From an optimization exercise on the open Yosys and OpenROAD flow, aimed at a short achievable clock period and few clock cycles per item; shortcuts taken in it are not production practice. Where RTL was checked, it was by simulation tests only, not by an equivalence proof against the original. The RTL of runs 3 to 6 was laid out without a check of its function. Power and IR drop assume default switching activity.

$ cat design/flow/run.sh
#!/bin/bash
# synth_recipe.tcl (not shown) runs the flow's synth.tcl, then flattens the netlist and writes it again
# the make line also repeats each setting of config.mk as NAME=value (left out here)
make -C /OpenROAD-flow-scripts/flow DESIGN_CONFIG=/design/flow/config.mk WORK_HOME=/design/flow/orfs CLKGATE_MAP_FILE= SYNTH_SCRIPT=/design/flow/synth_recipe.tcl finish
$ cat design/flow/config.mk
export PLATFORM = sky130hd
export DESIGN_NAME = u2v2_framer
export DESIGN_NICKNAME = u2v2_framer
export VERILOG_FILES = /design/flow/design.v
export SDC_FILE = /design/flow/constraint.sdc
export NUM_CORES = 4
export LEC_CHECK = 0
export ABC_CLOCK_PERIOD_IN_PS = 3500
export CAP_MARGIN = 20
export CORE_MARGIN = 2
export CORE_UTILIZATION = 50
export PLACE_DENSITY = 0.65
export SETUP_SLACK_MARGIN = 5
export SLEW_MARGIN = 20
$ cat design/flow/constraint.sdc
create_clock -name core_clock -period 9.0 [get_ports {clk}]
set_input_delay 1.8000 -clock core_clock [delete_from_list [all_inputs] [get_ports {clk}]]
set_output_delay 1.8000 -clock core_clock [all_outputs]
set_load 0.01 [all_outputs]
$ cat design/flow/design.v
module u2v2_packet_decoder (
    input  wire [111:0] frame,
    output wire         valid,
    output wire [63:0]  payload
);
    localparam [7:0] START     = 8'h02;
    localparam [7:0] END_MARK  = 8'h03;
    localparam [7:0] KEY_CONST = 8'h26;
    wire [7:0] b [0:13];
    genvar g;
    generate
        for (g = 0; g < 14; g = g + 1) begin : g_bytes
            assign b[g] = frame[111 - 8*g -: 8];
        end
    endgenerate
    wire [11:0] sum = b[1] + b[2] + b[3] + b[4] + b[5]
                    + b[6] + b[7] + b[8] + b[9] + b[10];
    wire [15:0] cksum = {b[11], b[12]};
    wire start_ok = (b[0] == START);
    wire end_ok   = (b[13] == END_MARK);
    wire sum_ok   = ({4'd0, sum} == cksum);
    assign valid = start_ok & end_ok & sum_ok;
    wire [7:0] key = b[1] ^ KEY_CONST;
    wire [63:0] decoded = {b[3] ^ key, b[4] ^ key, b[5] ^ key, b[6]  ^ key,
                           b[7] ^ key, b[8] ^ key, b[9] ^ key, b[10] ^ key};
    assign payload = valid ? decoded : 64'd0;
endmodule
module u2v2_framer (
    input  wire        clk,
    input  wire        rst,           
    input  wire        rd_req,
    input  wire        rd_cancel,
    output wire        busy,
    output wire        out_valid,
    output wire [63:0] out_payload,
    output wire        in_ready,
    input  wire        in_valid,
    input  wire [7:0]  in_data
);
    localparam [7:0] START     = 8'h02;
    localparam [7:0] END_MARK  = 8'h03;
    localparam [7:0] KEY_CONST = 8'h26;
    reg         busy_q;
    reg         due_q;         
    reg         rdy_q;         
    reg         ov_q;          
    reg  [7:0]  h [1:12];      
    reg  [13:1] s_q;           
    reg  [11:0] sum_q;         
    reg         pre_ok_q;      
    reg  [63:0] pay_q;         
    wire take = rdy_q & ~rd_cancel & in_valid;
    wire fire = take & pre_ok_q & (in_data == END_MARK);
    reg busy_d, due_d;
    always @* begin
        if (!busy_q)
            busy_d = rd_req;
        else
            busy_d = ~(ov_q | rd_cancel);
        due_d = (due_q & ~(ov_q & busy_q)) | fire;
    end
    integer k;
    always @(posedge clk) begin
        if (rst) begin
            busy_q   <= 1'b0;
            due_q    <= 1'b0;
            rdy_q    <= 1'b0;
            ov_q     <= 1'b0;
            s_q      <= 13'd0;
            sum_q    <= 12'd0;
            pre_ok_q <= 1'b0;
            for (k = 1; k <= 12; k = k + 1)
                h[k] <= 8'd0;
        end else begin
            busy_q <= busy_d;
            due_q  <= due_d;
            rdy_q  <= busy_d & ~due_d;
            ov_q   <= busy_d & due_d;
            if (take) begin
                h[1] <= in_data;
                for (k = 2; k <= 12; k = k + 1)
                    h[k] <= h[k-1];
                s_q      <= fire ? 13'd0 : {s_q[12:1], in_data == START};
                sum_q    <= sum_q + {4'd0, h[1]} - {4'd0, h[11]};
                pre_ok_q <= ~fire & s_q[12] & ({4'd0, sum_q} == {h[1], in_data});
                if (!fire)
                    for (k = 0; k < 8; k = k + 1)
                        pay_q[63-8*k -: 8] <= h[9-k] ^ h[11] ^ KEY_CONST;
            end
        end
    end
    assign busy        = busy_q;
    assign in_ready    = rdy_q & ~rd_cancel;
    assign out_valid   = ov_q;
    assign out_payload = pay_q;
endmodule
==> run notes, run 1 <==
synthesized area: 0.00739 sq mm
GRT Total Usage: 0.192
Reg power frac: 0.500
CTS sink cnt: 181
Slew HR: 0.0746
NetSw: 365 uW
layout cell share with drive strength beyond 1: 0.0596
fin. max-slew vios: 0
Pleak: 0.00319 uW
Setup crit start kind: input pin
Yosys reg bits: 181
Multi-input gate area: 0.00285 sq mm
worst skew pair latency: 430 ps
worst reg2reg path depth: 9
Register Area: 0.00426 sq mm
max capacitance violation total: 0
CTS Buf Count: 17
Die Height: 126 um
P&R area growth vs syn: 20.6%
Max clock buf depth: 2
port bufs: 79
chip width: 126 um
CP Class: in2out
sequential-to-total area share from yosys stat: 0.577
sw frac: 0.214
status: complete, no violations
worst r2r src: h[11][1]
Worst EP arrival: 2210 ps
Critical Path Source: rd_cancel
gpl congestion: 0.814
via count: 5170
Hold Path Depth: 2
CP Capture Type: primary output
drt total wl: 14900 um
die area: 0.0158 sq mm
distinct cell type count after synthesis: 41
P_int: 1340 uW
VDD IR max: 106 uV
Combinational Power Share: 0.057
pre-CTS WS: 4220 ps
Hold Crit Class: reg2reg
post-placement cell area: 0.00829 sq mm
Worst Path Required: 7200 ps
final setup violating endpoints: 0
clock network power share: 0.443
design area: 0.00891 sq mm
Core ar.: 0.0145 sq mm
min Tclk post-route: 4010 ps
vias in the first global route: 4839
largest net degree at the start of global routing: 83
TritonRoute pass-1 iters: 4
first-pass GRT wire length: 24100 um
std cell rows: 44
CTS tree: yes
Clock Skew: 8.59 ps
DP HPWL: 9400 um
antenna violations before repair: 0
initial cell density of the core: 0.510
CTS HTree Levels: 4
Reg clk slew, reported paths: 60 ps
DRC: 0
mean number of vias per cell: 5.14
GRT Residual Overflow: 0
Ant. Diodes: 0
Hold Crit Start: h[10][7]
RSZ-0062 raised after global routing: yes
final worst slack: 4990 ps
FMAX: 250 MHz
Nets: 842
ys flop type: dfxtp_1
Syn. warnings: 2
synthesized area per cell: 9.84 sq um
Post-Syn Nets: 784
# IOs: 80
R2R Path End: sum_q[11]
crit share post-route: 0.445
hold path endpoint: h[11][7]
Post-synth ARST share: 0
Hold-fix buffers, CTS: 0
number of enable flip-flop cells after synthesis: 64
Power Total: 1700 uW
Power Density: 191 mW/mm^2
Layout fillers: 1217
Root Buffer: clkbuf_16
Syn Inst Count: 751
Fin Setup TNS: 0 ps
Wirelength per Cell: 14.8 um
FF-to-FF setup slack: 5840 ps
worst-margin pin slew: 1390 ps
final hold violation count: 0
crit-path max FO: 4
DR iter-0 viols: 341
Routed Antenna Nets: 0
per-layer routing:
layer,routed length (um),up-vias,GRT usage,part of all wire
li1,-,2583,-,-
met1,7030,2453,0.265,0.47
met2,6970,117,0.299,0.47
met3,626,17,0.0484,0.042
met5,0,-,0,0
met4,221,0,0.0641,0.015
through the flow:
| stage | utilization | hold WS [ps] | instances |
|---|---|---|---|
| 4_1_cts | 0.615 | 457 | 1005 |
| 3_5_place_dp | 0.572 | 446 | 972 |
| 5_1_grt | 0.615 | 470 | 1006 |
| 2_1_floorplan | - | 432 | 751 |
| 6_report | 0.615 | 450 | 1006 |
| 3_3_place_gp | 0.572 | 437 | 972 |
power by group through the flow:
stage / logic, uW / clock network [uW] / registers [uW]
CTS: 96.0 / 770 / 852
global placement: 93.1 / 0 / 870
detailed placement: 95.1 / 0 / 870
finish: 96.8 / 754 / 852
global route: 107 / 806 / 852
floorplan: 70.1 / 0 / 870
synth_stat cells, types with 2 or more instances:
cell	n	area, sq um
nor3_1	4	20.0
dfxtp_1	117	2340
a21oi_1	105	526
inv_2	2	7.51
nand2_1	196	736
nand4_1	4	25.0
a31oi_1	2	12.5
fa_1	8	160
nor2b_1	2	12.5
xor2_1	44	385
nor4_1	2	12.5
a22oi_1	12	90.1
a21o_1	3	22.5
edfxtp_1	64	1920
ha_1	12	150
xnor2_1	41	359
a22o_1	2	17.5
clkbuf_1	43	161
nand3_1	3	15.0
nor2_1	29	109
inv_1	35	131
a211oi_1	2	15.0
area by class of cell:
class,count,area share
inverters,37,0.0156
clock buffers,20,0.0513
flip-flops and latches,181,0.479
repair buffers,84,0.0924
multi-input cells,488,0.319
clock inverters,12,0.0169
well taps,184,0.0258
sequential cells by signal, summed over array words and instances, names as in the netlist:
register,cells
h,88
pay_q,64
s_q,12
sum_q,12
busy_q,1
due_q,1
ov_q,1
pre_ok_q,1
rdy_q,1
layout by cell type, fill, tap and decap left out, types with 3 or more instances in the layout:
master           netlist  final
nand2_1              196    195
nand3_1                3      3
buf_4                  1      4
fa_1                   8      8
clkbuf_16              0     17
nand4_1                4      4
clkdlybuf4s50_1        0     76
nor3_1                 4      3
clkinv_2               0      3
bufinv_16              0      3
a21oi_1              105    105
ha_1                  12     12
a22oi_1               12     12
xor2_1                44     44
nor2_1                29     29
dfxtp_1              117    117
xnor2_1               41     41
inv_1                 35     35
a21o_1                 3      3
edfxtp_1              64     64
kinds of logic (layout without fill, tap and decap cells):
group	Yosys count	count (layout)	synth area share
simple gates	245	246	0.131
flops	181	181	0.577
compound gates	135	135	0.103
xor+xnor	85	85	0.101
buf+inv	83	153	0.0428
fa+ha+maj	20	20	0.0420
mux	2	2	0.00339
worst max-delay path, stage by stage:
cell and delay, ps:
clkbuf_2 150, nor2b_4 130, buf_2 130
how the worst max path moves through the flow:
stage | endpoint | cells past startpoint
6_report | in_ready | 3
5_1_grt | in_ready | 3
4_1_cts | in_ready | 3
3_5_place_dp | in_ready | 3
3_3_place_gp | in_ready | 3
2_1_floorplan | pay_q[0] | 5
timing repair:
action,in CTS,in global routing
gates resized for setup,5,5
setup buffers,1,0
setup endpoints to repair,65,66
cloned,0,1
pin swaps,0,1
Testbench counts, summed over its fixed seeds: cycles 17,366, items 960.
==> inputs of run 2 (changes only) <==
==> design/flow/flow/run.sh (new file) <==
#!/bin/bash
# Standard ORFS layout (the standard.sh, standard synthesis unchanged) with a
# stricter timing-repair target and free cell resizing. Clock, SDC and all
# constraints are the design's; only how hard repair_timing works changes.
set -euo pipefail
bash standard.sh SETUP_SLACK_MARGIN="${MARGIN:-5.6}" MATCH_CELL_FOOTPRINT=0 finish > standard_make.log 2>&1
==> design/flow/standard.sh (new file) <==
#!/bin/bash
# synth_recipe.tcl (not shown) runs the flow's synth.tcl, then flattens the netlist and writes it again
# the make line also repeats each setting of config.mk as NAME=value (left out here)
make -C /OpenROAD-flow-scripts/flow DESIGN_CONFIG=/design/flow/config.mk WORK_HOME=/design/flow/orfs CLKGATE_MAP_FILE= SYNTH_SCRIPT=/design/flow/synth_recipe.tcl "${@:-finish}"
removed: design/flow/run.sh
==> run notes, run 2 <==
FF-to-FF setup slack: 5840 ps (about the same)
std cell rows: 44 (unchanged)
Fin Setup TNS: 0 ps (unchanged)
Reg power frac: 0.493 (-0.007)
Biggest register: h
VDD IR max: 101 uV (-4.7%)
Critical Path Source: rd_cancel
CTS HTree Levels: 4 (unchanged)
Worst Path Required: 7200 ps (about the same)
ys flop type: dfxtp_1
TritonRoute pass-1 iters: 5 (+1)
largest cells by area after synthesis: dfxtp_1 32%, edfxtp_1 26%, nand2_1 10%
commonest non-fill, non-tap cell in the layout: nand2_1
clock network power share: 0.448 (+0.005)
Root Buffer: clkbuf_16
design area: 0.00902 sq mm (+1.3%)
commonest cells after routing, fill and taps aside: 195 x nand2_1, 117 x dfxtp_1, 105 x a21oi_1, 76 x clkdlybuf4s50_1, 64 x edfxtp_1
port bufs: 79 (unchanged)
worst reg2reg path depth: 9 (unchanged)
Power Density: 191 mW/mm^2 (about the same)
Combinational Power Share: 0.058 (about the same)
chip width: 126 um (unchanged)
number of enable flip-flop cells after synthesis: 64 (unchanged)
pre-CTS WS: 4200 ps (-25.4 ps)
crit share post-route: 0.435 (-0.0104)
Hold-fix buffers, CTS: 0 (unchanged)
Max clock buf depth: 2 (unchanged)
worst skew pair latency: 430 ps (about the same)
Syn Inst Count: 751 (unchanged)
CTS sink cnt: 181 (unchanged)
met3 Resource Use GR: 0.0441 (-0.00428)
final hold violation count: 0 (unchanged)
area fraction of the dominant cell type after synthesis: 0.317 (unchanged)
DP HPWL: 9420 um (+0.28%)
Core ar.: 0.0145 sq mm (unchanged)
worst r2r src: h[11][1]
Hold Crit Class: reg2reg
Synth area leader: dfxtp_1
Setup crit start kind: input pin
sw frac: 0.212 (-0.00217)
post-placement cell area: 0.00829 sq mm (unchanged)
Post-Syn Nets: 784 (unchanged)
crit-path max FO: 2 (-2)
RSZ-0062 raised after global routing: yes
GRT Residual Overflow: 0 (unchanged)
Syn. warnings: 2 (unchanged)
synthesized area: 0.00739 sq mm (unchanged)
worst hold slack: 453 ps (+3.35 ps)
antenna violations before repair: 0 (unchanged)
min Tclk post-route: 3910 ps (-93.6 ps)
GRT Total Usage: 0.189 (-0.00314)
largest net degree at the start of global routing: 86 (+3.6%)
max capacitance violation total: 0 (unchanged)
status: complete, no violations
sequential-to-total area share from yosys stat: 0.577 (unchanged)
CP Capture Type: primary output
Worst EP arrival: 2110 ps (-100 ps)
gr busiest metal: met2
first-pass GRT wire length: 23800 um (-1.4%)
crit path capture: in_ready
routing usage on met1: 0.253 (-0.0123)
CTS tree: yes
count leader, synth: nand2_1
vias in the first global route: 4866 (+0.56%)
Power Total: 1730 uW (+1.4%)
GR Util met2: 0.304 (+0.00509)
Hold Path Depth: 2 (unchanged)
# IOs: 80 (unchanged)
Routed Antenna Nets: 0 (unchanged)
NetSw: 366 uW (+0.34%)
top flop regs: h: 88 flops, pay_q: 64 flops
Wirelength per Cell: 14.6 um (-0.92%)
via count: 5180 (+0.19%)
drt total wl: 14800 um (-0.63%)
die area: 0.0158 sq mm (unchanged)
CTS Buf Count: 17 (unchanged)
worst-margin pin slew: 747 ps (-641 ps)
Ant. Diodes: 0 (unchanged)
distinct cell type count after synthesis: 41 (unchanged)
Yosys reg bits: 181 (unchanged)
fin. max-slew vios: 0 (unchanged)
P_int: 1360 uW (+1.6%)
Nets: 845 (+0.36%)
max FFs per register: 88 (unchanged)
Commonest cells post-synth: 196 x nand2_1, 117 x dfxtp_1, 105 x a21oi_1
initial cell density of the core: 0.510 (unchanged)
P&R area growth vs syn: 22.1%
R2R Path End: sum_q[11]
DR iter-0 viols: 342 (+0.29%)
CP Class: in2out
FMAX: 256 MHz (+2.4%)
Hold Crit Start: h[10][2]
synthesized area per cell: 9.84 sq um (unchanged)
DRC: 0 (unchanged)
gpl congestion: 0.830 (+2.0%)
Slew HR: 0.501 (+0.427)
final worst slack: 5090 ps (+93.6 ps)
Reg clk slew, reported paths: 60 ps (about the same)
mean number of vias per cell: 5.13 (-0.10%)
Die Height: 126 um (unchanged)
layout cell share with drive strength beyond 1: 0.0667 (+0.00706)
Post-synth ARST share: 0 (unchanged)
final setup violating endpoints: 0 (unchanged)
Clock Skew: 7.99 ps (-0.601 ps)
Pleak: 0.00323 uW (+0.98%)
[run 2: how the worst min path moves through the flow]
stage | end
after floorplan | h[11][0]
after global placement | h[11][6]
after detailed placement | h[11][2]
after CTS | h[11][2]
after global routing | h[11][2]
final | h[11][2]
[run 2: worst max-delay path, stage by stage]
cell,delay (ps)
buf_8,100
nor2b_4,110
buf_6,100
[run 2: cells by family (layout without fill, tap and decap cells)]
group                    Yosys count  in the layout  share of synthesized area
adder cells (fa/ha/maj)           20             20                     0.0420
AO/OA/AOI/OAI                    135            135                      0.103
AND/OR/NAND/NOR                  245            245                      0.131
buffers and inverters             83            157                     0.0428
XOR/XNOR                          85             85                      0.101
multiplexers                       2              2                    0.00339
flip-flops                       181            181                      0.577
[run 2: what timing repair did]
item	in CTS	in global routing
gates cloned	0	1
setup endpoints to repair	161	77
buffers inserted	2	2
pin swaps	0	1
resized for setup	17	7
[run 2: per-layer routing]
layer	vias to the layer above	wire length [um]
met5	-	0
met4	0	225
met3	21	675
met2	119	6990
met1	2439	6870
li1	2601	-
[run 2: cell type report]
cell class	instances	area, sq um
Fill cell	1193	5460
Tap cell	184	230
Sequential cell	181	4260
Multi-Input combinational cell	487	2860
Clock buffer	19	443
Clock inverter	13	176
Inverter	37	139
Timing Repair Buffer	88	910
[run 2: power by group through the flow]
stage | Clock (uW) | Combinational, uW | Sequential [uW]
2_1_floorplan | 0 | 70.0 | 870
3_3_place_gp | 0 | 94.2 | 870
3_5_place_dp | 0 | 95.7 | 870
4_1_cts | 789 | 98.3 | 852
5_1_grt | 823 | 111 | 852
6_report | 774 | 101 | 852
[run 2: through the flow]
stage,utilization,std cells
2_1_floorplan,-,751
3_3_place_gp,0.572,972
3_5_place_dp,0.572,972
4_1_cts,0.618,1006
5_1_grt,0.623,1009
6_report,0.623,1009
==> inputs of run 3 (changes only) <==
--- a/design/flow/design.v
+++ b/design/flow/design.v
@@ -41,41 +41,27 @@
     localparam [7:0] END_MARK  = 8'h03;
     localparam [7:0] KEY_CONST = 8'h26;
     reg         busy_q;
-    reg         due_q;         
-    reg         rdy_q;         
-    reg         ov_q;          
     reg  [7:0]  h [1:12];      
     reg  [13:1] s_q;           
     reg  [11:0] sum_q;         
     reg         pre_ok_q;      
     reg  [63:0] pay_q;         
-    wire take = rdy_q & ~rd_cancel & in_valid;
+    wire take = busy_q & ~rd_cancel & in_valid;
     wire fire = take & pre_ok_q & (in_data == END_MARK);
-    reg busy_d, due_d;
-    always @* begin
-        if (!busy_q)
-            busy_d = rd_req;
-        else
-            busy_d = ~(ov_q | rd_cancel);
-        due_d = (due_q & ~(ov_q & busy_q)) | fire;
-    end
     integer k;
     always @(posedge clk) begin
         if (rst) begin
             busy_q   <= 1'b0;
-            due_q    <= 1'b0;
-            rdy_q    <= 1'b0;
-            ov_q     <= 1'b0;
             s_q      <= 13'd0;
             sum_q    <= 12'd0;
             pre_ok_q <= 1'b0;
             for (k = 1; k <= 12; k = k + 1)
                 h[k] <= 8'd0;
         end else begin
-            busy_q <= busy_d;
-            due_q  <= due_d;
-            rdy_q  <= busy_d & ~due_d;
-            ov_q   <= busy_d & due_d;
+            if (!busy_q)
+                busy_q <= rd_req;
+            else if (fire || rd_cancel)
+                busy_q <= 1'b0;
             if (take) begin
                 h[1] <= in_data;
                 for (k = 2; k <= 12; k = k + 1)
@@ -83,14 +69,13 @@
                 s_q      <= fire ? 13'd0 : {s_q[12:1], in_data == START};
                 sum_q    <= sum_q + {4'd0, h[1]} - {4'd0, h[11]};
                 pre_ok_q <= ~fire & s_q[12] & ({4'd0, sum_q} == {h[1], in_data});
-                if (!fire)
-                    for (k = 0; k < 8; k = k + 1)
-                        pay_q[63-8*k -: 8] <= h[9-k] ^ h[11] ^ KEY_CONST;
+                for (k = 0; k < 8; k = k + 1)
+                    pay_q[63-8*k -: 8] <= h[9-k] ^ h[11] ^ KEY_CONST;
             end
         end
     end
     assign busy        = busy_q;
-    assign in_ready    = rdy_q & ~rd_cancel;
-    assign out_valid   = ov_q;
+    assign in_ready    = busy_q & ~rd_cancel;
+    assign out_valid   = fire;
     assign out_payload = pay_q;
 endmodule
==> design/flow/run.sh (new file) <==
#!/bin/bash
# synth_recipe.tcl (not shown) runs the flow's synth.tcl, then flattens the netlist and writes it again
# the make line also repeats each setting of config.mk as NAME=value (left out here)
make -C /OpenROAD-flow-scripts/flow DESIGN_CONFIG=/design/flow/config.mk WORK_HOME=/design/flow/orfs CLKGATE_MAP_FILE= SYNTH_SCRIPT=/design/flow/synth_recipe.tcl finish
removed: design/flow/flow/run.sh
removed: design/flow/standard.sh
==> run notes, run 3 <==
status: complete, no violations
RSZ-0062 raised after global routing: yes
Root Buffer: clkbuf_16
Syn Inst Count: 752 (+0.13%)
Die Height: 125 um (-0.22%)
die area: 0.0157 sq mm (-0.43%)
P&R area growth vs syn: 24.3%
Yosys reg bits: 178 (-1.7%)
Clock Skew: 7.90 ps (-0.0903 ps)
worst-margin pin slew: 1080 ps (+332 ps)
Slew HR: 0.280 (-0.221)
crit-path max FO: 2 (unchanged)
Fin Setup TNS: 0 ps (unchanged)
CTS tree: yes
Power Density: 180 mW/mm^2 (-5.9%)
Post-Synth Simple-Gate Area: 0.136 (+0.00534)
std cell rows: 44 (unchanged)
Hold Crit Start: h[10][7]
ys flop type: dfxtp_1
Synth area leader: dfxtp_1
design area: 0.00914 sq mm (+1.3%)
Pleak: 0.00327 uW (+1.5%)
sequential-to-total area share from yosys stat: 0.572 (-0.00561)
Syn. warnings: 2 (unchanged)
Reg clk slew, reported paths: 70 ps (about the same)
distinct cell type count after synthesis: 39 (-4.9%)
top flop regs: h: 88 flops, pay_q: 64 flops
vias in the first global route: 5144 (+5.7%)
post-placement cell area: 0.00822 sq mm (-0.79%)
count leader, synth: nand2_1
crit share post-route: 0.523 (+0.0882)
Worst Path Required: 7200 ps (about the same)
slowest CP cell: or4_4
adder-cell share of the synthesized area: 0.0422 (+0.000186)
largest cells by area after synthesis: dfxtp_1 31%, edfxtp_1 26%, nand2_1 11%
Setup crit start kind: input pin
Largest delay share family, worst path: simple AND/OR/NAND/NOR gates
routing usage on met1: 0.261 (+0.00818)
gr busiest metal: met2
FMAX: 212 MHz (-17%)
fin. max-slew vios: 0 (unchanged)
final setup violating endpoints: 0 (unchanged)
largest net degree at the start of global routing: 105 (+22%)
max capacitance violation total: 0 (unchanged)
Biggest register: h
Nets: 869 (+2.8%)
DRC: 0 (unchanged)
largest family of logic cells by synthesized area: simple AND/OR/NAND/NOR gates
worst reg2reg path depth: 22 (+13)
via count: 5360 (+3.5%)
mux share of post-synthesis cell area: 0.00289 (-0.000495)
GRT Residual Overflow: 0 (unchanged)
Hold Path Depth: 2 (unchanged)
commonest cells after routing, fill and taps aside: 214 x nand2_1, 114 x dfxtp_1, 104 x a21oi_1, 67 x clkdlybuf4s50_1, 64 x edfxtp_1
Worst EP arrival: 2910 ps (+800 ps)
first-pass GRT wire length: 25100 um (+5.3%)
synthesized area: 0.00736 sq mm (-0.44%)
VDD IR max: 125 uV (+23%)
FF-to-FF setup slack: 5800 ps (-40 ps)
Commonest cells post-synth: 214 x nand2_1, 115 x a21oi_1, 114 x dfxtp_1
GR Util met2: 0.328 (+0.0240)
Ant. Diodes: 0 (unchanged)
chip width: 125 um (-0.22%)
CTS sink cnt: 178 (-1.7%)
hold path endpoint: h[11][7]
# IOs: 80 (unchanged)
met3 Resource Use GR: 0.0364 (-0.00770)
antenna violations before repair: 0 (unchanged)
Core ar.: 0.0145 sq mm (unchanged)
worst skew pair latency: 430 ps (about the same)
layout cell share with drive strength beyond 1: 0.113 (+0.0464)
Max clock buf depth: 2 (unchanged)
gpl congestion: 0.893 (+7.6%)
area fraction of the dominant cell type after synthesis: 0.310 (-0.00676)
Compound-Gate Fraction of Synth Area: 0.104 (+0.00131)
Wirelength per Cell: 15.3 um (+4.9%)
GRT Total Usage: 0.200 (+0.0108)
mean number of vias per cell: 5.19 (+1.1%)
min Tclk post-route: 4710 ps (+794 ps)
commonest non-fill, non-tap cell in the layout: nand2_1
DP HPWL: 9150 um (-2.9%)
synthesized area per cell: 9.78 sq um (-0.57%)
DR iter-0 viols: 271 (-21%)
Post-Syn Nets: 785 (+0.13%)
Post-synth ARST share: 0 (unchanged)
Hold Crit Class: reg2reg
max FFs per register: 88 (unchanged)
TritonRoute pass-1 iters: 4 (-1)
CP Cell Sequence: buf_8 -> or4_4 -> nor2_4 -> nand4_1 -> inv_2 -> buf_6
R2R Path End: pre_ok_q
final hold violation count: 0 (unchanged)
initial cell density of the core: 0.508 (-0.00225)
port bufs: 79 (unchanged)
CP peak stage delay: 550 ps (+440 ps)
number of enable flip-flop cells after synthesis: 64 (unchanged)
Hold-fix buffers, CTS: 0 (unchanged)
CTS Buf Count: 17 (unchanged)
Synth Area in XOR/XNOR: 0.0988 (-0.00194)
worst r2r src: busy_q
CTS HTree Levels: 4 (unchanged)
Routed Antenna Nets: 0 (unchanged)
CP Capture Type: primary output
drt total wl: 15900 um (+7.4%)
Worst Path Buf+Inv: 3 (+1)
CP Class: in2out
==> run 3: tightest hold or removal path: cells and delay by family (launching register included) <==
| family | cells | cell delay [ps] |
|---|---|---|
| AO/OA/AOI/OAI | 1 | 50 |
| AND/OR/NAND/NOR | 1 | 50 |
| flip-flops | 1 | 310 |
==> run 3: kinds of logic (layout without fill, tap and decap cells) <==
kind of cell / after synthesis / count (layout)
and+or+nand+nor: 249 / 254
DFF: 178 / 178
AOI/OAI and AO/OA: 138 / 138
xor gates and xnor gates: 83 / 83
buffers and inverters: 82 / 174
adders and majority gates: 20 / 20
muxes: 2 / 2
==> run 3: how the worst max path moves through the flow <==
stage	from	end	slack (ps)	depth (start not counted)
4_1_cts	in_data[4]	out_valid	4380	6
3_5_place_dp	rd_cancel	out_valid	2860	6
2_1_floorplan	in_data[3]	out_valid	4530	4
6_report	in_data[3]	out_valid	4290	6
5_1_grt	in_data[3]	out_valid	4250	6
3_3_place_gp	rd_cancel	out_valid	2900	6
==> run 3: timing repair <==
action / 4_1_cts / 5_1_grt
pin swaps: 4 / 6
buffers inserted: 20 / 4
gates cloned: 3 / 2
endpoints found under the setup margin: 61 / 75
gates resized for setup: 45 / 42
==> run 3: metrics by stage <==
stage	cells	worst slack [ps]	hold slack [ps]	power (uW)	util
2_1_floorplan	752	4530	430	918	-
3_3_place_gp	972	2900	435	941	0.568
3_5_place_dp	972	2860	446	943	0.568
4_1_cts	1027	4380	449	1650	0.620
5_1_grt	1033	4250	477	1700	0.632
6_report	1033	4290	453	1650	0.632
==> run 3: layout make-up <==
type                            count  area, sq um
Clock buffer                       17          425
Timing Repair Buffer              106         1050
Tap cell                          184          230
Multi-Input combinational cell    497         2950
Inverter                           36          135
Fill cell                        1150         5340
Sequential cell                   178         4200
Clock inverter                     15          150
==> run 3: routing by layer <==
layer | vias to the layer above | wire length, um
li1 | 2649 | -
met4 | 0 | 396
met5 | - | 0
met1 | 2531 | 7040
met2 | 153 | 7710
met3 | 27 | 708
==> run 3: report_power, final <==
group	internal, uW	switching [uW]	total, uW
sequential	833	4.60	838
combinational	37.1	58.5	95.6
clock	387	325	713
==> inputs of run 4 (changes only) <==
--- a/design/flow/config.mk
+++ b/design/flow/config.mk
@@ -5,7 +5,7 @@
 export SDC_FILE = /design/flow/constraint.sdc
 export NUM_CORES = 4
 export LEC_CHECK = 0
-export ABC_CLOCK_PERIOD_IN_PS = 3500
+export ABC_CLOCK_PERIOD_IN_PS = 100
 export CAP_MARGIN = 20
 export CORE_MARGIN = 2
 export CORE_UTILIZATION = 50
==> run notes, run 4 <==
max capacitance violation total: 0 (unchanged)
Root Buffer: clkbuf_16
crit-path max FO: 2 (unchanged)
Worst Path Required: 7200 ps (about the same)
DP HPWL: 9150 um (unchanged)
Biggest register: h
Max clock buf depth: 2 (unchanged)
Syn Inst Count: 752 (unchanged)
Syn. warnings: 2 (unchanged)
sequential-to-total area share from yosys stat: 0.572 (unchanged)
post-placement cell area: 0.00822 sq mm (unchanged)
Nets: 869 (unchanged)
Commonest cells post-synth: 214 x nand2_1, 115 x a21oi_1, 114 x dfxtp_1
number of enable flip-flop cells after synthesis: 64 (unchanged)
min Tclk post-route: 4710 ps (unchanged)
fin. max-slew vios: 0 (unchanged)
CTS HTree Levels: 4 (unchanged)
Register Area: 0.00420 sq mm (unchanged)
Post-Place Cells: 972 (unchanged)
worst r2r src: busy_q
final setup violating endpoints: 0 (unchanged)
GRT Total Usage: 0.200 (unchanged)
GR Util met2: 0.328 (unchanged)
final hold violation count: 0 (unchanged)
area fraction of the dominant cell type after synthesis: 0.310 (unchanged)
Core ar.: 0.0145 sq mm (unchanged)
RSZ-0062 raised after global routing: yes
Post-Layout Cell Count: 1033 (unchanged)
Power Density: 180 mW/mm^2 (unchanged)
Hold Crit Start: h[10][7]
std cell rows: 44 (unchanged)
first-pass GRT wire length: 25100 um (unchanged)
# IOs: 80 (unchanged)
worst skew pair latency: 430 ps (about the same)
Post-Syn Nets: 785 (unchanged)
Layout fillers: 1150 (unchanged)
gr busiest metal: met2
routing usage on met1: 0.261 (unchanged)
antenna violations before repair: 0 (unchanged)
TritonRoute pass-1 iters: 4 (unchanged)
CTS Buf Count: 17 (unchanged)
Synth area leader: dfxtp_1
FMAX: 212 MHz (unchanged)
initial cell density of the core: 0.508 (unchanged)
design area: 0.00914 sq mm (unchanged)
Multi-input gate area: 0.00295 sq mm (unchanged)
status: complete, no violations
drt total wl: 15900 um (unchanged)
Wirelength per Cell: 15.3 um (unchanged)
gpl congestion: 0.893 (unchanged)
P&R area growth vs syn: 24.3% (unchanged)
Layout Utilization: 0.632 (unchanged)
CTS tree: yes
CP Class: in2out
Power Total: 1650 uW (unchanged)
Yosys reg bits: 178 (unchanged)
Reg clk slew, reported paths: 70 ps (about the same)
Pleak: 0.00327 uW (unchanged)
crit share post-route: 0.523 (unchanged)
CP Capture Type: primary output
Critical Path Source: in_data[3]
Fin Setup TNS: 0 ps (unchanged)
commonest non-fill, non-tap cell in the layout: nand2_1
Ant. Diodes: 0 (unchanged)
largest net degree at the start of global routing: 105 (unchanged)
die area: 0.0157 sq mm (unchanged)
DRC: 0 (unchanged)
Hold Crit Class: reg2reg
synthesized area: 0.00736 sq mm (unchanged)
Routed Antenna Nets: 0 (unchanged)
ys flop type: dfxtp_1
commonest cells after routing, fill and taps aside: 214 x nand2_1, 114 x dfxtp_1, 104 x a21oi_1, 67 x clkdlybuf4s50_1, 64 x edfxtp_1
CTS sink cnt: 178 (unchanged)
Die Height: 125 um (unchanged)
vias in the first global route: 5144 (unchanged)
Worst EP arrival: 2910 ps (about the same)
max FFs per register: 88 (unchanged)
port bufs: 79 (unchanged)
distinct cell type count after synthesis: 39 (unchanged)
DR iter-0 viols: 271 (unchanged)
met3 Resource Use GR: 0.0364 (unchanged)
worst-margin pin slew: 1080 ps (unchanged)
Slew HR: 0.280 (unchanged)
count leader, synth: nand2_1
largest cells by area after synthesis: dfxtp_1 31%, edfxtp_1 26%, nand2_1 11%
Clock Skew: 7.90 ps (unchanged)
GRT Residual Overflow: 0 (unchanged)
Setup crit start kind: input pin
VDD IR max: 125 uV (unchanged)
mean number of vias per cell: 5.19 (unchanged)
layout cell share with drive strength beyond 1: 0.113 (unchanged)
Post-synth ARST share: 0 (unchanged)
top flop regs: h: 88 flops, pay_q: 64 flops
via count: 5360 (unchanged)
chip width: 125 um (unchanged)
synthesized area per cell: 9.78 sq um (unchanged)
[run 4: cell counts after synthesis]
No cell type changed its count.
[run 4: cell type report]
type / count / area share
clock buffer: 17 / 0.0465
inverter: 36 / 0.0148
clock inverter: 15 / 0.0164
multi-input combinational: 497 / 0.323
tap: 184 / 0.0252
sequential: 178 / 0.460
timing repair buffer: 106 / 0.114
[run 4: cells by family after synthesis]
logic type,synth area share
AND/OR/NAND/NOR,0.136
flip-flops,0.572
AO/OA/AOI/OAI,0.104
XOR/XNOR,0.0988
buffers and inverters,0.0441
adder cells (fa/ha/maj),0.0422
multiplexers,0.00289
[run 4: critical path: stages]
cell     delay (ps)
buf_8           100
or4_4           550
nor2_4           90
nand4_1         160
inv_2           100
buf_6           100
[run 4: timing repair]
action / 4_1_cts / 5_1_grt
pin swaps: 4 / 6
setup buffers: 20 / 4
resized for setup: 45 / 42
endpoints found under the setup margin: 61 / 75
hold buffers: 0 / 0
cloned: 3 / 2
[run 4: stage by stage]
| step | setup slack, ps | hold slack, ps |
|---|---|---|
| 4_1_cts | 4380 | 449 |
| 3_3_place_gp | 2900 | 435 |
| 5_1_grt | 4250 | 477 |
| 6_report | 4290 | 453 |
| 3_5_place_dp | 2860 | 446 |
| 2_1_floorplan | 4530 | 430 |
[run 4: metal layers]
metal,up-vias,share of wire
li1,2649,-
met1,2531,0.44
met2,153,0.49
met3,27,0.045
met4,0,0.025
met5,-,0
[run 4: path summary, 6_finish.rpt]
check,cells past startpoint,slack (ps),end
max,6,4290,out_valid
min,2,450,h[11][7]
max reg2reg,22,5800,pre_ok_q
min reg2reg,2,450,h[11][7]
[run 4: power breakdown]
part / internal (uW) / switching (uW) / total (uW)
clock: 387 / 325 / 713
sequential: 833 / 4.60 / 838
combinational: 37.1 / 58.5 / 95.6
==> inputs of run 5 (changes only) <==
--- a/design/flow/design.v
+++ b/design/flow/design.v
@@ -45,9 +45,18 @@
     reg  [13:1] s_q;           
     reg  [11:0] sum_q;         
     reg         pre_ok_q;      
+    reg         arm_q;         
     reg  [63:0] pay_q;         
     wire take = busy_q & ~rd_cancel & in_valid;
-    wire fire = take & pre_ok_q & (in_data == END_MARK);
+    wire fire = arm_q & ~rd_cancel & in_valid & (in_data == END_MARK);
+    reg busy_d, pre_ok_d;
+    always @* begin
+        if (!busy_q)
+            busy_d = rd_req;
+        else
+            busy_d = ~(fire | rd_cancel);
+        pre_ok_d = take ? (~fire & s_q[12] & ({4'd0, sum_q} == {h[1], in_data})) : pre_ok_q;
+    end
     integer k;
     always @(posedge clk) begin
         if (rst) begin
@@ -55,20 +64,19 @@
             s_q      <= 13'd0;
             sum_q    <= 12'd0;
             pre_ok_q <= 1'b0;
+            arm_q    <= 1'b0;
             for (k = 1; k <= 12; k = k + 1)
                 h[k] <= 8'd0;
         end else begin
-            if (!busy_q)
-                busy_q <= rd_req;
-            else if (fire || rd_cancel)
-                busy_q <= 1'b0;
+            busy_q   <= busy_d;
+            pre_ok_q <= pre_ok_d;
+            arm_q    <= busy_d & pre_ok_d;
             if (take) begin
                 h[1] <= in_data;
                 for (k = 2; k <= 12; k = k + 1)
                     h[k] <= h[k-1];
                 s_q      <= fire ? 13'd0 : {s_q[12:1], in_data == START};
                 sum_q    <= sum_q + {4'd0, h[1]} - {4'd0, h[11]};
-                pre_ok_q <= ~fire & s_q[12] & ({4'd0, sum_q} == {h[1], in_data});
                 for (k = 0; k < 8; k = k + 1)
                     pay_q[63-8*k -: 8] <= h[9-k] ^ h[11] ^ KEY_CONST;
             end
==> design/flow/flow/run.sh (new file) <==
#!/bin/bash
# Standard ORFS layout (the standard.sh, standard synthesis unchanged) with a
# stricter timing-repair target and free cell resizing. Clock, SDC and all
# constraints are the design's; only how hard repair_timing works changes.
set -euo pipefail
bash standard.sh SETUP_SLACK_MARGIN="${MARGIN:-5.6}" MATCH_CELL_FOOTPRINT=0 finish > standard_make.log 2>&1
==> design/flow/standard.sh (new file) <==
#!/bin/bash
# synth_recipe.tcl (not shown) runs the flow's synth.tcl, then flattens the netlist and writes it again
# the make line also repeats each setting of config.mk as NAME=value (left out here)
make -C /OpenROAD-flow-scripts/flow DESIGN_CONFIG=/design/flow/config.mk WORK_HOME=/design/flow/orfs CLKGATE_MAP_FILE= SYNTH_SCRIPT=/design/flow/synth_recipe.tcl "${@:-finish}"
--- a/design/flow/config.mk
+++ b/design/flow/config.mk
@@ -5,7 +5,7 @@
 export SDC_FILE = /design/flow/constraint.sdc
 export NUM_CORES = 4
 export LEC_CHECK = 0
-export ABC_CLOCK_PERIOD_IN_PS = 100
+export ABC_CLOCK_PERIOD_IN_PS = 3500
 export CAP_MARGIN = 20
 export CORE_MARGIN = 2
 export CORE_UTILIZATION = 50
removed: design/flow/run.sh
==> run notes, run 5 <==
Biggest register: h
DRC: 0 (unchanged)
final worst slack: 4680 ps (+382 ps)
CP Capture Type: primary output
CTS tree: yes
synthesized area per cell: 9.90 sq um (+1.3%)
CP Class: in2out
Post-Syn Nets: 772 (-1.7%)
Clock Skew: 5.81 ps (-2.09 ps)
Setup crit start kind: input pin
Hold-fix buffers, CTS: 0 (unchanged)
Reg clk slew, reported paths: 60 ps (about the same)
DP HPWL: 9390 um (+2.7%)
crit-path max FO: 2 (unchanged)
worst skew pair latency: 430 ps (about the same)
Die Height: 125 um (-0.24%)
DR iter-0 viols: 287 (+5.9%)
largest net degree at the start of global routing: 102 (-2.9%)
worst r2r src: h[11][5]
mean number of vias per cell: 5.11 (-1.6%)
CTS HTree Levels: 4 (unchanged)
Power Density: 178 mW/mm^2 (-1.1%)
first-pass GRT wire length: 24000 um (-4.4%)
TritonRoute pass-1 iters: 4 (unchanged)
FF-to-FF setup slack: 5790 ps (about the same)
Routed Antenna Nets: 0 (unchanged)
P&R area growth vs syn: 24.3% (about the same)
Commonest cells post-synth: 191 x nand2_1, 115 x dfxtp_1, 105 x a21oi_1
max FFs per register: 88 (unchanged)
CTS sink cnt: 179 (+0.56%)
Yosys reg bits: 179 (+0.56%)
commonest non-fill, non-tap cell in the layout: nand2_1
Root Buffer: clkbuf_16
count leader, synth: nand2_1
Max clock buf depth: 2 (unchanged)
Syn. warnings: 2 (unchanged)
crit share post-route: 0.480 (-0.0425)
pre-CTS WS: 3800 ps (+940 ps)
worst-margin pin slew: 1050 ps (-25.4 ps)
vias in the first global route: 4780 (-7.1%)
ys flop type: dfxtp_1
Worst EP arrival: 2520 ps (-390 ps)
FMAX: 231 MHz (+8.8%)
commonest cells after routing, fill and taps aside: 191 x nand2_1, 114 x dfxtp_1, 104 x a21oi_1, 66 x clkdlybuf4s50_1, 64 x edfxtp_1
synthesized area: 0.00732 sq mm (-0.49%)
sequential-to-total area share from yosys stat: 0.577 (+0.00557)
Slew HR: 0.297 (+0.0169)
Hold Crit Class: reg2reg
Fin Setup TNS: 0 ps (unchanged)
GRT Residual Overflow: 0 (unchanged)
status: complete, no violations
Post-synth ARST share: 0 (unchanged)
Worst Path Required: 7200 ps (about the same)
fin. max-slew vios: 0 (unchanged)
initial cell density of the core: 0.507 (-0.000577)
VDD IR max: 104 uV (-17%)
chip width: 125 um (-0.24%)
Core ar.: 0.0144 sq mm (-0.38%)
Critical Path Source: in_data[4]
final setup violating endpoints: 0 (unchanged)
Nets: 853 (-1.8%)
distinct cell type count after synthesis: 36 (-7.7%)
GRT Total Usage: 0.193 (-0.00705)
RSZ-0062 raised after global routing: yes
area fraction of the dominant cell type after synthesis: 0.315 (+0.00427)
via count: 5193 (-3.1%)
drt total wl: 15000 um (-5.7%)
layout cell share with drive strength beyond 1: 0.109 (-0.00383)
antenna violations before repair: 0 (unchanged)
Hold Crit Start: h[10][7]
Pleak: 0.00327 uW (-0.18%)
gpl congestion: 0.852 (-4.6%)
largest cells by area after synthesis: dfxtp_1 31%, edfxtp_1 26%, nand2_1 9.8%
Wirelength per Cell: 14.7 um (-4.2%)
Syn Inst Count: 739 (-1.7%)
number of enable flip-flop cells after synthesis: 64 (unchanged)
final hold violation count: 0 (unchanged)
std cell rows: 44 (unchanged)
# IOs: 80 (unchanged)
port bufs: 79 (unchanged)
CTS Buf Count: 17 (unchanged)
top flop regs: h: 88 flops, pay_q: 64 flops
Ant. Diodes: 0 (unchanged)
Synth area leader: dfxtp_1
die area: 0.0156 sq mm (-0.48%)
max capacitance violation total: 0 (unchanged)
min Tclk post-route: 4320 ps (-382 ps)
## run 5: path summary, 6_finish.rpt
path / to / depth (start not counted)
worst max-delay path: out_valid / 5
worst min-delay path: h[11][7] / 2
worst max register to register: sum_q[11] / 9
worst min register to register: h[11][7] / 2
## run 5: metrics by stage
step | utilization | std cells | total power, uW | hold slack (ps) | cell area (sq um)
3_3_place_gp | 0.571 | 961 | 949 | 435 | 8230
4_1_cts | 0.620 | 1010 | 1630 | 454 | 8940
2_1_floorplan | - | 739 | 925 | 432 | 7360
5_1_grt | 0.631 | 1017 | 1670 | 481 | 9090
3_5_place_dp | 0.571 | 961 | 950 | 444 | 8230
6_report | 0.631 | 1017 | 1620 | 452 | 9090
## run 5: repair_timing
| action | in CTS | in global routing |
|---|---|---|
| pin swaps | 4 | 6 |
| buffers inserted | 17 | 7 |
| cloned | 0 | 0 |
| gates resized for setup | 37 | 27 |
| endpoints found under the setup margin | 76 | 17 |
## run 5: area by class of cell
cell class              instances  area (sq um)
multi-input cells             479          2910
flip-flops and latches        179          4230
fillers                      1183          5330
inverters                      36           135
clock buffers                  22           454
repair buffers                107          1060
clock inverters                10          86.3
well taps                     184           230
## run 5: per-layer routing
| metal | global-route usage | routed length [um] | part of all wire |
|---|---|---|---|
| met4 | 0.0745 | 245 | 0.016 |
| met3 | 0.0449 | 609 | 0.041 |
| met2 | 0.311 | 7400 | 0.49 |
| met1 | 0.255 | 6700 | 0.45 |
| met5 | 0 | 0 | 0 |
## run 5: cell families after synthesis
kind of cell,share of synthesized area
buf+inv,0.0424
fa+ha+maj,0.0424
compound gates,0.105
simple gates,0.131
flops,0.577
mux,0.00154
xor+xnor,0.101
## run 5: worst max-delay path, stage by stage
cell,delay [ps]
buf_8,100
nor4_4,310
nand3_2,150
inv_2,70
buf_6,90
## run 5: power by group
group          switching [uW]  total [uW]  internal [uW]
registers                3.88         842            838
logic                    55.6        95.7           40.1
clock network             296         682            386
==> inputs of run 6 (changes only) <==
==> design/flow/flow/run.sh (replaced) <==
#!/bin/bash
# Standard ORFS layout (the standard.sh, standard synthesis unchanged) with a
# stricter timing-repair target, free cell resizing, and a post-floorplan hook
# (remap.tcl) that rebuilds the out_valid port's logic cone with faster gates.
# Clock, SDC and all constraints are the design's.
set -euo pipefail
here="$(cd "$(dirname "$0")" && pwd)"
bash standard.sh SETUP_SLACK_MARGIN="${MARGIN:-5.6}" MATCH_CELL_FOOTPRINT=0 \
  POST_FLOORPLAN_TCL="$here/remap.tcl" finish > standard_make.log 2>&1
==> design/flow/flow/remap.tcl (new file) <==
# Post-floorplan hook: rebuild the logic cone that drives the out_valid port
#   out_valid = arm_q & in_valid & ~rd_cancel & (in_data == 8'h03)
# as three levels of fast 2-4 input gates instead of ABC's nor4-based mapping.
# The function is the same; only the out_valid port is moved to the new cone,
# the old cone keeps driving the internal logic.
set block [ord::get_db_block]
set db [ord::get_db]

proc remap_net {name} {
  set n [[ord::get_db_block] findNet $name]
  if {$n == "NULL"} { set n [odb::dbNet_create [ord::get_db_block] $name] }
  return $n
}
proc remap_cell {master name conns} {
  set m [[ord::get_db] findMaster $master]
  if {$m == "NULL"} { error "no master $master" }
  set inst [odb::dbInst_create [ord::get_db_block] $m $name]
  foreach {pin net} $conns {
    set it [$inst findITerm $pin]
    $it connect [remap_net $net]
  }
  return $inst
}

set ov [$block findNet out_valid]
set drivers {}
foreach it [$ov getITerms] {
  if {[$it isOutputSignal]} { lappend drivers $it }
}
if {[llength $drivers] != 1} { error "out_valid has [llength $drivers] drivers" }
set drv [lindex $drivers 0]
set drv_inst [$drv getInst]
$drv disconnect
# remove the old driver if nothing else reads it
set used 0
foreach it [$drv_inst getITerms] {
  if {[$it isOutputSignal] && [$it getNet] != "NULL"} { set used 1 }
}
if {!$used} { odb::dbInst_destroy $drv_inst }

remap_cell sky130_fd_sc_hd__nor2_2  ovr_p1 {A in_data[7] B in_data[6] Y ovr_p1}
remap_cell sky130_fd_sc_hd__nor2_2  ovr_p2 {A in_data[5] B in_data[4] Y ovr_p2}
remap_cell sky130_fd_sc_hd__nor2_2  ovr_p3 {A in_data[3] B in_data[2] Y ovr_p3}
remap_cell sky130_fd_sc_hd__nor2b_2 ovr_p4 {A rd_cancel B_N arm_q Y ovr_p4}
remap_cell sky130_fd_sc_hd__nand4_2 ovr_z  {A ovr_p1 B ovr_p2 C ovr_p3 D ovr_p4 Y ovr_z}
remap_cell sky130_fd_sc_hd__nand3_2 ovr_w  {A in_data[1] B in_data[0] C in_valid Y ovr_w}
remap_cell sky130_fd_sc_hd__nor2_4  ovr_o  {A ovr_z B ovr_w Y out_valid}
puts "remap: out_valid cone rebuilt"
==> run notes, run 6 <==
worst skew pair latency: 430 ps (about the same)
Clock Skew: 11.8 ps (+5.94 ps)
final setup violating endpoints: 0 (unchanged)
Syn Inst Count: 739 (unchanged)
commonest non-fill, non-tap cell in the layout: nand2_1
layout cell share with drive strength beyond 1: 0.0829 (-0.0263)
synthesized area: 0.00732 sq mm (unchanged)
min Tclk post-route: 4140 ps (-181 ps)
Post-Syn Nets: 772 (unchanged)
R2R Path End: sum_q[11]
Power Density: 183 mW/mm^2 (+2.7%)
distinct cell type count after synthesis: 36 (unchanged)
Setup crit start kind: input pin
Reg clk slew, reported paths: 60 ps (about the same)
Synth area leader: dfxtp_1
std cell rows: 44 (unchanged)
hold path endpoint: h[11][5]
CP Cell Sequence: buf_8 -> nor2_4 -> nand4_2 -> nor2_4 -> buf_6
gpl congestion: 0.874 (+2.6%)
Register Area: 0.00423 sq mm (unchanged)
DRC: 0 (unchanged)
final worst slack: 4860 ps (+181 ps)
synthesized area per cell: 9.90 sq um (unchanged)
Layout fillers: 1237 (+4.6%)
Pleak: 0.00314 uW (-4.1%)
Nets: 840 (-1.5%)
largest net degree at the start of global routing: 101 (-0.98%)
Core ar.: 0.0144 sq mm (unchanged)
max capacitance violation total: 0 (unchanged)
Multi-input gate area: 0.00291 sq mm (about the same)
FMAX: 241 MHz (+4.4%)
CTS sink cnt: 179 (unchanged)
Biggest register: h
Syn. warnings: 2 (unchanged)
antenna violations before repair: 0 (unchanged)
DR iter-0 viols: 360 (+25%)
Worst EP arrival: 2340 ps (-180 ps)
Largest delay share family, worst path: simple AND/OR/NAND/NOR gates
Hold Crit Start: h[10][5]
port bufs: 79 (unchanged)
Layout Utilization: 0.618 (-0.0128)
largest cells by area after synthesis: dfxtp_1 31%, edfxtp_1 26%, nand2_1 9.8%
P&R area growth vs syn: 21.7%
crit share post-route: 0.460 (-0.0201)
most used cell, CP: nor2_4
mean number of vias per cell: 5.10 (about the same)
FF-to-FF setup slack: 5760 ps (-30 ps)
worst-margin pin slew: 871 ps (-183 ps)
Die Height: 125 um (unchanged)
drt total wl: 14800 um (-1.2%)
crit-path max FO: 2 (unchanged)
count leader, synth: nand2_1
CTS HTree Levels: 4 (unchanged)
CTS Buf Count: 17 (unchanged)
slowest CP cell: nand4_2
vias in the first global route: 4937 (+3.3%)
Ant. Diodes: 0 (unchanged)
Worst Path Required: 7200 ps (about the same)
CP Class: in2out
worst reg2reg path depth: 9 (unchanged)
fin. max-slew vios: 0 (unchanged)
top flop regs: h: 88 flops, pay_q: 64 flops
area fraction of the dominant cell type after synthesis: 0.315 (unchanged)
Commonest cells post-synth: 191 x nand2_1, 115 x dfxtp_1, 105 x a21oi_1
Worst Path Buf+Inv: 2 (-1)
Hold Crit Class: reg2reg
CTS tree: yes
status: complete, no violations
CP peak stage delay: 130 ps (-180 ps)
# IOs: 80 (unchanged)
pre-CTS WS: 3930 ps (+134 ps)
RSZ-0062 raised after global routing: yes
Slew HR: 0.420 (+0.122)
final hold violation count: 0 (unchanged)
Hold Path Depth: 2 (unchanged)
sequential-to-total area share from yosys stat: 0.577 (unchanged)
worst r2r src: h[11][5]
Wirelength per Cell: 14.7 um (+0.12%)
VDD IR max: 107 uV (+3.6%)
initial cell density of the core: 0.507 (unchanged)
chip width: 125 um (unchanged)
commonest cells after routing, fill and taps aside: 191 x nand2_1, 114 x dfxtp_1, 105 x a21oi_1, 66 x clkdlybuf4s50_1, 64 x edfxtp_1
Routed Antenna Nets: 0 (unchanged)
GRT Residual Overflow: 0 (unchanged)
Post-synth ARST share: 0 (unchanged)
Yosys reg bits: 179 (unchanged)
Root Buffer: clkbuf_16
GRT Total Usage: 0.195 (+0.00242)
max FFs per register: 88 (unchanged)
Fin Setup TNS: 0 ps (unchanged)
CP Capture Type: primary output
Max clock buf depth: 2 (unchanged)
via count: 5122 (-1.4%)
DP HPWL: 9440 um (+0.50%)
die area: 0.0156 sq mm (unchanged)
TritonRoute pass-1 iters: 5 (+1)
first-pass GRT wire length: 24300 um (+1.4%)
ys flop type: dfxtp_1
number of enable flip-flop cells after synthesis: 64 (unchanged)
## run 6: changes by cell type in the layout (fill, tap and decap cells not counted), sizes merged, moves of 3 or more
cell	delta
buf	-16
clkinv	-6
clkbuf	+3
nor2	+5
dlymetal6s2s	-4
## run 6: area by class of cell
cell class / instances / area share
flip-flops and latches: 179 / 0.474
multi-input cells: 487 / 0.326
well taps: 184 / 0.0258
clock inverters: 7 / 0.00829
clock buffers: 25 / 0.0534
repair buffers: 87 / 0.0975
inverters: 35 / 0.0147
## run 6: how the worst max path moves through the flow
stage	cells past startpoint	to	startpoint	slack, ps
final	5	out_valid	in_data[6]	4860
after global placement	5	out_valid	in_data[5]	3950
after global routing	5	out_valid	rd_cancel	4820
after CTS	5	out_valid	in_data[6]	4870
after detailed placement	5	out_valid	in_data[5]	3930
after floorplan	3	out_valid	in_data[3]	4910
## run 6: repair_timing
item                       4_1_cts  5_1_grt
gates cloned                     1        0
setup endpoints to repair      158       45
pin swaps                        6        1
hold buffers                     0        0
hold endpoints to repair         0        0
buffers inserted                 2        2
gates resized for setup         60        5
## run 6: metrics by stage
stage	total power (uW)	std cells	instance area, sq um	hold WS (ps)
after global routing	1690	1004	8910	480
final	1630	1004	8910	458
after CTS	1640	1002	8880	457
after detailed placement	952	967	8290	447
after global placement	950	967	8290	436
after floorplan	925	739	7360	432
## run 6: cell families (layout without fill, tap and decap cells)
| kind of cell | Yosys count | count (layout) | share of synthesized area |
|---|---|---|---|
| DFF | 179 | 179 | 0.577 |
| xor gates and xnor gates | 84 | 84 | 0.101 |
| muxes | 1 | 1 | 0.00154 |
| AOI/OAI and AO/OA | 137 | 137 | 0.105 |
| adders and majority gates | 20 | 20 | 0.0424 |
| buffers and inverters | 81 | 154 | 0.0424 |
| and+or+nand+nor | 237 | 245 | 0.131 |
## run 6: power breakdown
group / total, uW / switching [uW] / internal (uW)
clock network: 691 / 294 / 397
logic: 96.5 / 56.7 / 39.8
registers: 842 / 3.97 / 838
## run 6: worst reg2reg max path: stages (launching register included)
cell and delay [ps]:
dfxtp_1 700, fa_1 530, inv_1 70, ha_1 250
or2_2 320, a21oi_1 330, nor4_2 100, or3_1 320
a21oi_1 160, mux2_1 330
## run 6: metal layers
metal | vias up | GRT usage | share of wire
met4 | 0 | 0.0745 | 0.018
li1 | 2582 | - | -
met3 | 20 | 0.0415 | 0.044
met1 | 2405 | 0.249 | 0.44
met5 | - | 0 | 0
met2 | 115 | 0.328 | 0.49
==> inputs of run 7 (changes only) <==
--- a/design/flow/design.v
+++ b/design/flow/design.v
@@ -41,49 +41,56 @@
     localparam [7:0] END_MARK  = 8'h03;
     localparam [7:0] KEY_CONST = 8'h26;
     reg         busy_q;
+    reg         due_q;         
+    reg         rdy_q;         
+    reg         ov_q;          
     reg  [7:0]  h [1:12];      
     reg  [13:1] s_q;           
     reg  [11:0] sum_q;         
     reg         pre_ok_q;      
-    reg         arm_q;         
     reg  [63:0] pay_q;         
-    wire take = busy_q & ~rd_cancel & in_valid;
-    wire fire = arm_q & ~rd_cancel & in_valid & (in_data == END_MARK);
-    reg busy_d, pre_ok_d;
+    wire take = rdy_q & ~rd_cancel & in_valid;
+    wire fire = take & pre_ok_q & (in_data == END_MARK);
+    reg busy_d, due_d;
     always @* begin
         if (!busy_q)
             busy_d = rd_req;
         else
-            busy_d = ~(fire | rd_cancel);
-        pre_ok_d = take ? (~fire & s_q[12] & ({4'd0, sum_q} == {h[1], in_data})) : pre_ok_q;
+            busy_d = ~(ov_q | rd_cancel);
+        due_d = (due_q & ~(ov_q & busy_q)) | fire;
     end
     integer k;
     always @(posedge clk) begin
         if (rst) begin
             busy_q   <= 1'b0;
+            due_q    <= 1'b0;
+            rdy_q    <= 1'b0;
+            ov_q     <= 1'b0;
             s_q      <= 13'd0;
             sum_q    <= 12'd0;
             pre_ok_q <= 1'b0;
-            arm_q    <= 1'b0;
             for (k = 1; k <= 12; k = k + 1)
                 h[k] <= 8'd0;
         end else begin
-            busy_q   <= busy_d;
-            pre_ok_q <= pre_ok_d;
-            arm_q    <= busy_d & pre_ok_d;
+            busy_q <= busy_d;
+            due_q  <= due_d;
+            rdy_q  <= busy_d & ~due_d;
+            ov_q   <= busy_d & due_d;
             if (take) begin
                 h[1] <= in_data;
                 for (k = 2; k <= 12; k = k + 1)
                     h[k] <= h[k-1];
                 s_q      <= fire ? 13'd0 : {s_q[12:1], in_data == START};
                 sum_q    <= sum_q + {4'd0, h[1]} - {4'd0, h[11]};
-                for (k = 0; k < 8; k = k + 1)
-                    pay_q[63-8*k -: 8] <= h[9-k] ^ h[11] ^ KEY_CONST;
+                pre_ok_q <= ~fire & s_q[12] & ({4'd0, sum_q} == {h[1], in_data});
+                if (!fire)
+                    for (k = 0; k < 8; k = k + 1)
+                        pay_q[63-8*k -: 8] <= h[9-k] ^ h[11] ^ KEY_CONST;
             end
         end
     end
     assign busy        = busy_q;
-    assign in_ready    = busy_q & ~rd_cancel;
-    assign out_valid   = fire;
+    assign in_ready    = rdy_q & ~rd_cancel;
+    assign out_valid   = ov_q;
     assign out_payload = pay_q;
 endmodule
==> design/flow/flow/run.sh (replaced) <==
#!/bin/bash
# Standard ORFS layout (the standard.sh, standard synthesis unchanged) with a
# stricter timing-repair target, free cell resizing, and a post-floorplan hook
# (remap.tcl) that gives the in_ready port a gate of its own.
# Clock, SDC and all constraints are the design's.
set -euo pipefail
here="$(cd "$(dirname "$0")" && pwd)"
bash standard.sh SETUP_SLACK_MARGIN="${MARGIN:-5.6}" MATCH_CELL_FOOTPRINT=0 \
  POST_FLOORPLAN_TCL="$here/remap.tcl" finish > standard_make.log 2>&1
==> design/flow/flow/remap.tcl (replaced) <==
# Post-floorplan hook: give the in_ready port a gate of its own,
#   in_ready = rdy_q & ~rd_cancel
# so that the gate drives only the port's buffer; the synthesized gate keeps
# driving the internal logic. Same function, one extra cell.
set block [ord::get_db_block]

set ir [$block findNet in_ready]
set drivers {}
foreach it [$ir getITerms] {
  if {[$it isOutputSignal]} { lappend drivers $it }
}
if {[llength $drivers] != 1} { error "in_ready has [llength $drivers] drivers" }
set drv [lindex $drivers 0]
set drv_inst [$drv getInst]
# move the internal loads of in_ready to a net of their own
set inner [odb::dbNet_create $block ir_inner]
foreach it [$ir getITerms] {
  if {$it != $drv} { $it disconnect; $it connect $inner }
}
$drv disconnect
$drv connect $inner

set m [[ord::get_db] findMaster sky130_fd_sc_hd__nor2b_4]
set inst [odb::dbInst_create $block $m ir_gate]
[$inst findITerm A] connect [$block findNet rd_cancel]
[$inst findITerm B_N] connect [$block findNet rdy_q]
[$inst findITerm Y] connect $ir
puts "remap: in_ready gate split"
==> run notes, run 7 <==
area fraction of the dominant cell type after synthesis: 0.317 (+0.00249)
DRC: 0 (unchanged)
Worst Path Buf+Inv: 2 (unchanged)
std cell rows: 44 (unchanged)
commonest non-fill, non-tap cell in the layout: nand2_1
max capacitance violation total: 0 (unchanged)
Root Buffer: clkbuf_16
Core ar.: 0.0145 sq mm (+0.38%)
CP Cell Sequence: buf_8 -> nor2b_4 -> buf_6
Power Total: 1650 uW (+1.0%)
Layout fillers: 1219 (-1.5%)
Ant. Diodes: 0 (unchanged)
met2 wire len: 6860 um (-6.0%)
die area: 0.0158 sq mm (+0.91%)
number of enable flip-flop cells after synthesis: 64 (unchanged)
initial cell density of the core: 0.510 (+0.00282)
chip width: 126 um (+0.46%)
CTS tree: yes
Yosys reg bits: 181 (+1.1%)
CTS HTree Levels: 4 (unchanged)
first-pass GRT wire length: 23500 um (-3.2%)
crit share post-route: 0.433 (-0.0274)
crit-path max FO: 2 (unchanged)
CP peak stage delay: 100 ps (-30 ps)
RSZ-0062 raised after global routing: yes
Syn. warnings: 2 (unchanged)
final hold violation count: 0 (unchanged)
routed length on met1: 6710 um (+2.3%)
VDD IR max: 111 uV (+3.4%)
P&R area growth vs syn: 20.9%
DR iter-0 viols: 285 (-21%)
Worst Path Required: 7200 ps (about the same)
worst-margin pin slew: 689 ps (-182 ps)
Wirelength per Cell: 14.2 um (-3.9%)
Post-Place Cells: 973 (+0.62%)
distinct cell type count after synthesis: 41 (+14%)
TritonRoute pass-1 iters: 4 (-1)
# IOs: 80 (unchanged)
Pleak: 0.00319 uW (+1.6%)
Max clock buf depth: 2 (unchanged)
antenna violations before repair: 0 (unchanged)
design area: 0.00893 sq mm (+0.27%)
final worst slack: 5100 ps (+246 ps)
Synth area leader: dfxtp_1
Hold Crit Class: reg2reg
Power Density: 184 mW/mm^2 (+0.77%)
worst skew pair latency: 430 ps (about the same)
gpl congestion: 0.783 (-10%)
pre-CTS WS: 4200 ps (+267 ps)
Commonest cells post-synth: 196 x nand2_1, 117 x dfxtp_1, 105 x a21oi_1
Syn Inst Count: 751 (+1.6%)
layout cell share with drive strength beyond 1: 0.0643 (-0.0186)
port bufs: 79 (unchanged)
CP Class: in2out
Post-synth ARST share: 0 (unchanged)
Hold-fix buffers, CTS: 0 (unchanged)
wire length on met3: 534 um (-17%)
Biggest register: h
DP HPWL: 9400 um (-0.47%)
fin. max-slew vios: 0 (unchanged)
Setup crit start kind: input pin
Post-Layout Cell Count: 1008 (+0.40%)
largest net degree at the start of global routing: 94 (-6.9%)
commonest cells after routing, fill and taps aside: 195 x nand2_1, 117 x dfxtp_1, 105 x a21oi_1, 76 x clkdlybuf4s50_1, 64 x edfxtp_1
sequential-to-total area share from yosys stat: 0.577 (about the same)
Nets: 844 (+0.48%)
post-placement cell area: 0.00830 sq mm (+0.17%)
vias in the first global route: 4785 (-3.1%)
drt total wl: 14300 um (-3.5%)
mux share of post-synthesis cell area: 0.00339 (+0.00185)
Clock Skew: 8.13 ps (-3.62 ps)
mean number of vias per cell: 5.07 (-0.65%)
top flop regs: h: 88 flops, pay_q: 64 flops
Max Used Layer: met4
Post-Syn Nets: 784 (+1.6%)
Largest delay share family, worst path: buffers and inverters
FMAX: 257 MHz (+6.3%)
GRT Total Usage: 0.186 (-0.00988)
CTS Buf Count: 17 (unchanged)
count leader, synth: nand2_1
largest family of logic cells by synthesized area: simple AND/OR/NAND/NOR gates
largest cells by area after synthesis: dfxtp_1 32%, edfxtp_1 26%, nand2_1 10%
status: complete, no violations
via count: 5109 (-0.25%)
Synth Area in XOR/XNOR: 0.101 (+0.000249)
synthesized area per cell: 9.84 sq um (-0.67%)
GRT Residual Overflow: 0 (unchanged)
Post-Synth Simple-Gate Area: 0.131 (+0.000306)
adder-cell share of the synthesized area: 0.0420 (-0.000395)
max FFs per register: 88 (unchanged)
synthesized area: 0.00739 sq mm (+0.94%)
Routed Antenna Nets: 0 (unchanged)
final setup violating endpoints: 0 (unchanged)
Fin Setup TNS: 0 ps (unchanged)
CP Capture Type: primary output
Slew HR: 0.540 (+0.121)
ys flop type: dfxtp_1
Compound-Gate Fraction of Synth Area: 0.103 (-0.00250)
Reg clk slew, reported paths: 70 ps (about the same)
slowest CP cell: buf_8
min Tclk post-route: 3900 ps (-246 ps)
CTS sink cnt: 181 (+1.1%)
Worst EP arrival: 2100 ps (-240 ps)
Die Height: 126 um (+0.46%)
## run 7: timing repair
item | 4_1_cts | 5_1_grt
setup endpoints to repair | 135 | 123
resized for setup | 18 | 6
setup buffers | 1 | 1
gates cloned | 0 | 1
pin swaps | 0 | 1
endpoints found under the hold margin | 0 | 0
## run 7: power by group
part	internal, uW	total (uW)	switching, uW
sequential	847	852	4.76
combinational	41.6	98.4	56.8
clock	394	696	301
## run 7: path summary, 6_finish.rpt
check	start	endpoint	slack, ps	cells past startpoint
worst max-delay path	rd_cancel	in_ready	5100	3
worst min-delay path	h[10][7]	h[11][7]	450	2
worst max register to register	h[11][1]	sum_q[11]	5870	9
worst min register to register	h[10][7]	h[11][7]	450	2
## run 7: cell families (layout without fill, tap and decap cells)
| kind of cell | count (synthesis) | in the layout |
|---|---|---|
| buffers and inverters | 83 | 155 |
| muxes | 2 | 2 |
| DFF | 181 | 181 |
| AOI/OAI and AO/OA | 135 | 135 |
| xor gates and xnor gates | 85 | 85 |
| adders and majority gates | 20 | 20 |
| and+or+nand+nor | 245 | 246 |
## run 7: cell type report
cell class                 count  area, sq um  share of cell area
clock buffer                  20          457              0.0511
clock inverter                12          103              0.0115
inverter                      37          139              0.0155
multi-input combinational    488         2860               0.320
sequential                   181         4260               0.477
tap                          184          230              0.0258
timing repair buffer          86          885              0.0990
## run 7: layer usage
layer	vias to the layer above	GRT usage
met5	-	0
met4	0	0.0732
met3	11	0.0394
met2	107	0.294
met1	2402	0.251
li1	2589	-
## run 7: worst register-to-register path, delay by kind of cell (launching register included)
kind	cells	cell delay [ps]
adder cells (fa/ha/maj)	2	780
buffers and inverters	1	110
multiplexers	1	290
AO/OA/AOI/OAI	4	990
flip-flops	1	760
AND/OR/NAND/NOR	1	70
## run 7: stage by stage
stage	hold slack [ps]	util
global route	473	0.617
global placement	436	0.573
detailed placement	447	0.573
CTS	456	0.614
finish	454	0.617
floorplan	432	-
Testbench counts of run 7, summed over its fixed seeds: cycles 17,366, items 960.

-- what the ideal ports hide --
The results above use ideal ports. As a check the final layouts listed here were re-extracted and re-timed, cells and wires unchanged.
Step 1: set_driving_cell puts a clkbuf_16 on clk and a buf_2 on each other input, an assumption about the parent block.
Step 2 times the ports against the registers' clock, not the clock port: input delays grow and output delays shrink by t, the midpoint of the rising clock arrivals with the driver on.
Three values: no drivers, after step 1, after step 2; two values: the first two.
run	t (ns)	setup WS [ns]	worst setup path at the end	slew at the worst register clock pin (ns)	cell pins on the clock port's net
run 1	0.460	4.994 / 4.969 / 4.700	input to register	0.07 / 0.07	1
run 2	0.465	5.088 / 5.049 / 5.049	input to output	0.07 / 0.07	1
run 3	0.466	4.294 / 4.249 / 4.072	input to register	0.07 / 0.07	1
run 4	0.466	4.294 / 4.249 / 4.072	input to register	0.07 / 0.07	1
run 5	0.462	4.676 / 4.637 / 4.260	input to register	0.06 / 0.06	1
run 6	0.469	4.857 / 4.814 / 4.814	input to output	0.06 / 0.06	1
run 7	0.461	5.103 / 5.062 / 5.062	input to output	0.07 / 0.07	1
After both steps setup and hold are still met in every run listed. For run 5, which loses most, drivers alone change the setup slack by -0.039 ns; drivers and shift together by -0.416 ns.
